What follows belongs to an exercise in optimizing a design on an open flow for small area, a short achievable clock period and few clock cycles per item; a production flow would make more cautious choices. In this exercise RTL edits were held to simulation tests only and were not proved equivalent to the original. Power is estimated from default activity; no workload was simulated.

// owcrc_engine
module owcrc_engine (
    input  wire        clk,
    input  wire        rst,           
    input  wire        host_sel,
    input  wire        host_we,
    input  wire [7:0]  host_addr,
    input  wire [31:0] host_wdata,
    output reg  [31:0] host_rdata
);
clock: 12.0 ns
lec_check: 0
cap_margin: 20
core_margin: 2
core_utilization: 30
slew_margin: 20
standard.sh (not shown) runs the stock make flow with config.mk's settings and CLKGATE_MAP_FILE= SYNTH_SCRIPT=/design/flow/synth_recipe.tcl, a recipe that flattens the netlist after the stock synthesis.
==> flow/flow/run.sh <==
#!/bin/bash
# The standard ORFS layout (standard.sh, standard synthesis unchanged) with
# faster port buffers and timing repair asked to leave extra setup slack.
set -euo pipefail
MARGIN=$(cat flow/margin.txt)
PORTBUF=$(cat flow/portbuf.txt)
bash standard.sh SETUP_SLACK_MARGIN=$MARGIN "BUFFER_PORTS_ARGS=-buffer_cell $PORTBUF" finish > standard.log 2>&1
==> flow/flow/margin.txt <==
8
==> flow/flow/portbuf.txt <==
sky130_fd_sc_hd__buf_4
The first run passed the timing, DRC and antenna checks.
Testbench counts at the start, summed over its fixed seeds: cycles 14,518, commands 1,920.
Edit:
==> flow/run.sh (new file) <==
#!/bin/bash
# synth_recipe.tcl (not shown) runs the flow's synth.tcl, then flattens the netlist and writes it again
# the make line also repeats each setting of config.mk as NAME=value (left out here)
make -C /OpenROAD-flow-scripts/flow DESIGN_CONFIG=/design/flow/config.mk WORK_HOME=/design/flow/orfs CLKGATE_MAP_FILE= SYNTH_SCRIPT=/design/flow/synth_recipe.tcl finish
removed: flow/flow/run.sh
removed: flow/flow/margin.txt
removed: flow/flow/portbuf.txt
removed: flow/standard.sh
Clock skew decreases by 6.6 ps; die area stays the same; wire length shrinks by 3.8%; count of clock-buffer cells in the layout decreases by 5.

* * *

== lane 1 ==
Another version of the RTL of owcrc_engine (not shown whole).
Size in the first run: about 76 I/O pins, roughly 21,000 µm² of cells after synthesis.
==> flow/config.mk <==
export PLATFORM = sky130hd
export DESIGN_NAME = owcrc_engine
export DESIGN_NICKNAME = owcrc_engine
export VERILOG_FILES = /design/flow/design.v
export SDC_FILE = /design/flow/constraint.sdc
export NUM_CORES = 4
export LEC_CHECK = 0
export CAP_MARGIN = 20
export CORE_MARGIN = 2
export CORE_UTILIZATION = 30
export SLEW_MARGIN = 20
export TNS_END_PERCENT = 0
==> flow/constraint.sdc <==
create_clock -name core_clock -period 12.0 [get_ports {clk}]
set_input_delay 2.4000 -clock core_clock [delete_from_list [all_inputs] [get_ports {clk}]]
set_output_delay 2.4000 -clock core_clock [all_outputs]
set_load 0.01 [all_outputs]
==> flow/flow/run.sh <==
#!/bin/bash
# The standard ORFS layout (standard.sh, standard synthesis unchanged) with
# faster port buffers, free cell sizing, and timing repair asked to leave
# extra setup slack.
set -euo pipefail
MARGIN=$(cat flow/margin.txt)
PORTBUF=$(cat flow/portbuf.txt)
bash standard.sh SETUP_SLACK_MARGIN=$MARGIN MATCH_CELL_FOOTPRINT=0 "BUFFER_PORTS_ARGS=-buffer_cell $PORTBUF" finish > standard.log 2>&1
==> flow/flow/margin.txt <==
8.2
==> flow/flow/portbuf.txt <==
sky130_fd_sc_hd__buf_4
Testbench counts of lane 1, summed over its fixed seeds: cycles 14,986, commands 1,920.
The inputs of lane 2 differ from those of lane 1 as listed below.
- TNS_END_PERCENT now 20, was 0
==> flow/flow/run.sh <==
#!/bin/bash
# The standard ORFS layout (standard.sh, standard synthesis unchanged) with
# faster port buffers and timing repair asked to leave extra setup slack.
set -euo pipefail
MARGIN=$(cat flow/margin.txt)
PORTBUF=$(cat flow/portbuf.txt)
bash standard.sh SETUP_SLACK_MARGIN=$MARGIN "BUFFER_PORTS_ARGS=-buffer_cell $PORTBUF" finish > standard.log 2>&1
==> run notes <==
Lane 2 has completed all stages; timing, DRC and antenna checks passed. Relative to lane 1, the final cell area reported for lane 2 is higher. Re core utilization: lane 1 was lower than lane 2. Final critical-path required period is higher on lane 2. The routed wire length in lane 2 sits about 3.7% above the value recorded for lane 1. The final reports for lane 2 and lane 1 show portion of total power attributed to sequential cells lower in the former. Lane 1 and lane 2 ended up with roughly the same worst hold slack. Cmp lane 2 vs lane 1: critical path data arrival time higher in lane 2. Delta (lane 2 minus lane 1): iteration count of the initial detailed-routing pass -1; buffer count from post-CTS setup fixing +about 34%.
> inputs changed (lane 2 -> lane 3)
- TNS_END_PERCENT changed from 20 to 0
==> flow/flow/run.sh <==
#!/bin/bash
# The standard ORFS layout (standard.sh, standard synthesis unchanged) with
# faster port buffers, free cell sizing, and timing repair asked to leave
# extra setup slack.
set -euo pipefail
MARGIN=$(cat flow/margin.txt)
PORTBUF=$(cat flow/portbuf.txt)
bash standard.sh SETUP_SLACK_MARGIN=$MARGIN MATCH_CELL_FOOTPRINT=0 "BUFFER_PORTS_ARGS=-buffer_cell $PORTBUF" finish > standard.log 2>&1
==> flow/flow/margin.txt <==
8.8
Results
- Going from lane 2 to lane 3, maximum cell stage delay along the critical path shrinks by 0.08 ns.
- Instance count on the critical path: lane 2 vs lane 3 identical
- When lane 3 is measured against lane 2, its post-detailed-routing wire length turns out about 3.6% lower.
- Number of non-clock buffers in lane 3 is about 22% lower than in lane 2
- Between lane 3 and lane 2, maximum resistive drop on vdd is lower for lane 3, lane 2 comes in above that.
- Going from lane 2 to lane 3, met2 routed wirelength shrinks by 4.1%.
- Cmp lane 3 vs lane 2: amount of wire on met3 after detailed routing lower in lane 3
- Lane 2 -> lane 3: global-route wire length before repair decreased slightly
- Number of sinks driven by the clock tree: lane 2 vs lane 3 identical
- Cmp lane 3 and lane 2 / fraction of standard cell area that is sequential / lower: lane 2
Input changes introduced in lane 4 (baseline for comparison: lane 3):
==> flow/flow/run.sh <==
#!/bin/bash
# The standard ORFS layout (standard.sh, standard synthesis unchanged) with
# faster port buffers and timing repair asked to leave extra setup slack.
set -euo pipefail
MARGIN=$(cat flow/margin.txt)
PORTBUF=$(cat flow/portbuf.txt)
bash standard.sh SETUP_SLACK_MARGIN=$MARGIN "BUFFER_PORTS_ARGS=-buffer_cell $PORTBUF" finish > standard.log 2>&1
==> flow/flow/margin.txt <==
8.2
Comparing lane 4 against lane 3, there is no change at all in y dimension of the die.
A critical path class of in2reg is what lane 4 shows, while reg2reg belongs to lane 3.
Going from lane 3 to lane 4, critical path depth shrinks by 9.
There was hardly any difference in static leakage between lane 4 and lane 3.

* * *

job 4264:
Another version of the RTL of owcrc_engine (not shown whole).
Size in the first run: roughly 1900 cells after synthesis, roughly 350 flip-flops, ~76 I/O pins.
clock: 12.0 ns
lec_check: 0
cap_margin: 20
core_margin: 2
core_utilization: 30
slew_margin: 20
tns_end_percent: 0
==> flow/flow/run.sh <==
#!/bin/bash
# The standard ORFS layout (standard.sh, standard synthesis unchanged) with
# faster port buffers and timing repair asked to leave extra setup slack.
set -euo pipefail
MARGIN=$(cat flow/margin.txt)
PORTBUF=$(cat flow/portbuf.txt)
bash standard.sh SETUP_SLACK_MARGIN=$MARGIN "BUFFER_PORTS_ARGS=-buffer_cell $PORTBUF" finish > standard.log 2>&1
==> flow/flow/margin.txt <==
8.6
Scripts as last shown in full above: flow/flow/portbuf.txt
Testbench counts of job 4264, summed over its fixed seeds: cycles 14,986, commands 1,920.
[inputs] job 5417 vs job 4264
==> flow/flow/run.sh <==
#!/bin/bash
# The standard ORFS layout (standard.sh, standard synthesis unchanged) with
# faster port buffers, free cell sizing, and timing repair asked to leave
# extra setup slack.
set -euo pipefail
MARGIN=$(cat flow/margin.txt)
PORTBUF=$(cat flow/portbuf.txt)
bash standard.sh SETUP_SLACK_MARGIN=$MARGIN MATCH_CELL_FOOTPRINT=0 "BUFFER_PORTS_ARGS=-buffer_cell $PORTBUF" finish > standard.log 2>&1
==> flow/flow/margin.txt <==
8.2
On sum of net half-perimeters after detailed placement, the lower figure sits with job 4264, not job 5417.
Going from job 4264 to job 5417, power dissipated by switching net loads grows by 0.59%.
Compared to job 4264, job 5417 has sum of buffers and inverters on the critical path 1 lower.
Insertion delay of the later-clocked pin in the worst-skew pair delta (job 4264 -> job 5417): insignificant
As far as area of the multi-input gates is concerned, job 4264 and job 5417 perform about the same.
Comparing depth of the worst hold-timing path for job 5417 and job 4264, the bigger number came from job 4264.
Between job 4264 and job 5417, the layout filler cell count figures differ only marginally.
The final reports for job 5417 and job 4264 show global-route wire length before repair lower in the former.
Job 5417 vs job 4264 — number of buffers outside the clock class in the layout rose 2.3%.
In job 5417 the fraction of layout instances using a drive strength above 1 turned out 0.25 points higher than in job 4264.
## Diff of input files: job 3529 against job 5417
==> flow/flow/run.sh <==
#!/bin/bash
# The standard ORFS layout (standard.sh, standard synthesis unchanged) with
# faster port buffers and timing repair asked to leave extra setup slack.
set -euo pipefail
MARGIN=$(cat flow/margin.txt)
PORTBUF=$(cat flow/portbuf.txt)
bash standard.sh SETUP_SLACK_MARGIN=$MARGIN "BUFFER_PORTS_ARGS=-buffer_cell $PORTBUF" finish > standard.log 2>&1
### Flow results
- The run showing the greater internal power component is job 3529.
- Job 3529 does worse than job 5417 on minimum clock period.
- Number of vias in the routed layout: job 3529 vs job 5417 — no meaningful difference
- Cmp job 3529 vs job 5417: antenna diode count lower in job 3529
- The placed cell count on job 3529 is in line with that on job 5417.
- Job 3529 improves on job 5417 in worst hold slack.
- Diff job 5417 -> job 3529 | total power draw | up slightly

* * *

Another version of the RTL of owcrc_engine (not shown whole).
Size in the first run: ~2900 cells after synthesis, roughly 360 flip-flops, about 76 I/O pins, about 0.023 mm² of cells after synthesis.
// owcrc_engine
module owcrc_engine (
    input  wire        clk,
    input  wire        rst,           
    input  wire        host_sel,
    input  wire        host_we,
    input  wire [7:0]  host_addr,
    input  wire [31:0] host_wdata,
    output reg  [31:0] host_rdata
);
Settings: LEC_CHECK=0, CAP_MARGIN=20, CORE_MARGIN=2, CORE_UTILIZATION=30, SLEW_MARGIN=20; clock period 12.0 ns.
run.sh (not shown) runs the stock make flow with config.mk's settings and CLKGATE_MAP_FILE= SYNTH_SCRIPT=/design/flow/synth_recipe.tcl, a recipe that flattens the netlist after the stock synthesis.
Stock flow here: none of the scripts above is used.
The first run ran to the end with no violations.
Testbench counts at the start, summed over its fixed seeds: cycles 15,305, commands 1,920.
Then changed:
--- a/flow/config.mk
+++ b/flow/config.mk
@@ -7,2 +7,3 @@
 export LEC_CHECK = 0
+export ABC_AREA = 1
 export CAP_MARGIN = 20
The changed run produced a clean layout.
Setup slack degrades by 1.4 ns.
Synthesized cell count goes up by 9.2%.
Power went up by 2.8%.
Cell area falls by 2.2%.
Global-route usage goes up by 0.98 points.
Non-clock buffer count fell by 20.
Clock skew stays flat.
Routed wire length goes up by 0.66%.
Sequential share of layout area goes up by 0.63 points.
Critical path depth went up by 2.
Via count grows by 2.5%.

## what the ideal ports hide
How much do the figures lean on ideal ports? The routed layouts below were timed once more, with nothing changed but the port constraints.
Step 1 assumes that a clkbuf_16 drives the clock port and a buf_2 every other input.
Step 2 also shifts input and output timing later by t, the mid clock arrival at the registers, as if the neighbouring blocks saw the same clock.
a / b / c = no drivers / after step 1 / after step 2; a / b = the first two.
run | shift t [ns] | setup slack, ns | hold WS [ns] | worst register clock-pin slew, ns
the first run of note 1 | 0.611 | 7.116 / 7.116 / 6.821 | 0.454 / 0.454 / 0.454 | 0.07 / 0.07
the second run of note 1 | 0.625 | 5.355 / 5.355 / 4.772 | 0.452 / 0.452 / 0.452 | 0.06 / 0.06
lane 1 | 0.614 | 7.760 / 7.760 / 7.213 | 0.454 / 0.454 / 0.454 | 0.06 / 0.06
lane 2 | 0.613 | 7.719 / 7.719 / 7.160 | 0.454 / 0.454 / 0.454 | 0.06 / 0.06
lane 3 | 0.614 | 7.760 / 7.760 / 7.213 | 0.454 / 0.454 / 0.454 | 0.06 / 0.06
lane 4 | 0.617 | 7.702 / 7.698 / 7.081 | 0.461 / 0.461 / 0.461 | 0.07 / 0.07
job 4264 | 0.584 | 7.594 / 7.558 / 6.974 | 0.495 / 0.495 / 0.495 | 0.07 / 0.07
job 5417 | 0.593 | 7.628 / 7.604 / 7.011 | 0.458 / 0.458 / 0.458 | 0.07 / 0.07
job 3529 | 0.584 | 7.594 / 7.558 / 6.974 | 0.495 / 0.495 / 0.495 | 0.07 / 0.07
the first run of note 4 | 0.639 | 5.866 / 5.898 / 5.260 | 0.454 / 0.454 / 0.454 | 0.07 / 0.07
the second run of note 4 | 0.645 | 4.499 / 4.537 / 3.892 | 0.454 / 0.454 / 0.454 | 0.07 / 0.07
After both steps setup and hold are still met in every run listed. For lane 4, which loses most, drivers alone change the setup slack by -0.004 ns; drivers and shift together by -0.621 ns.
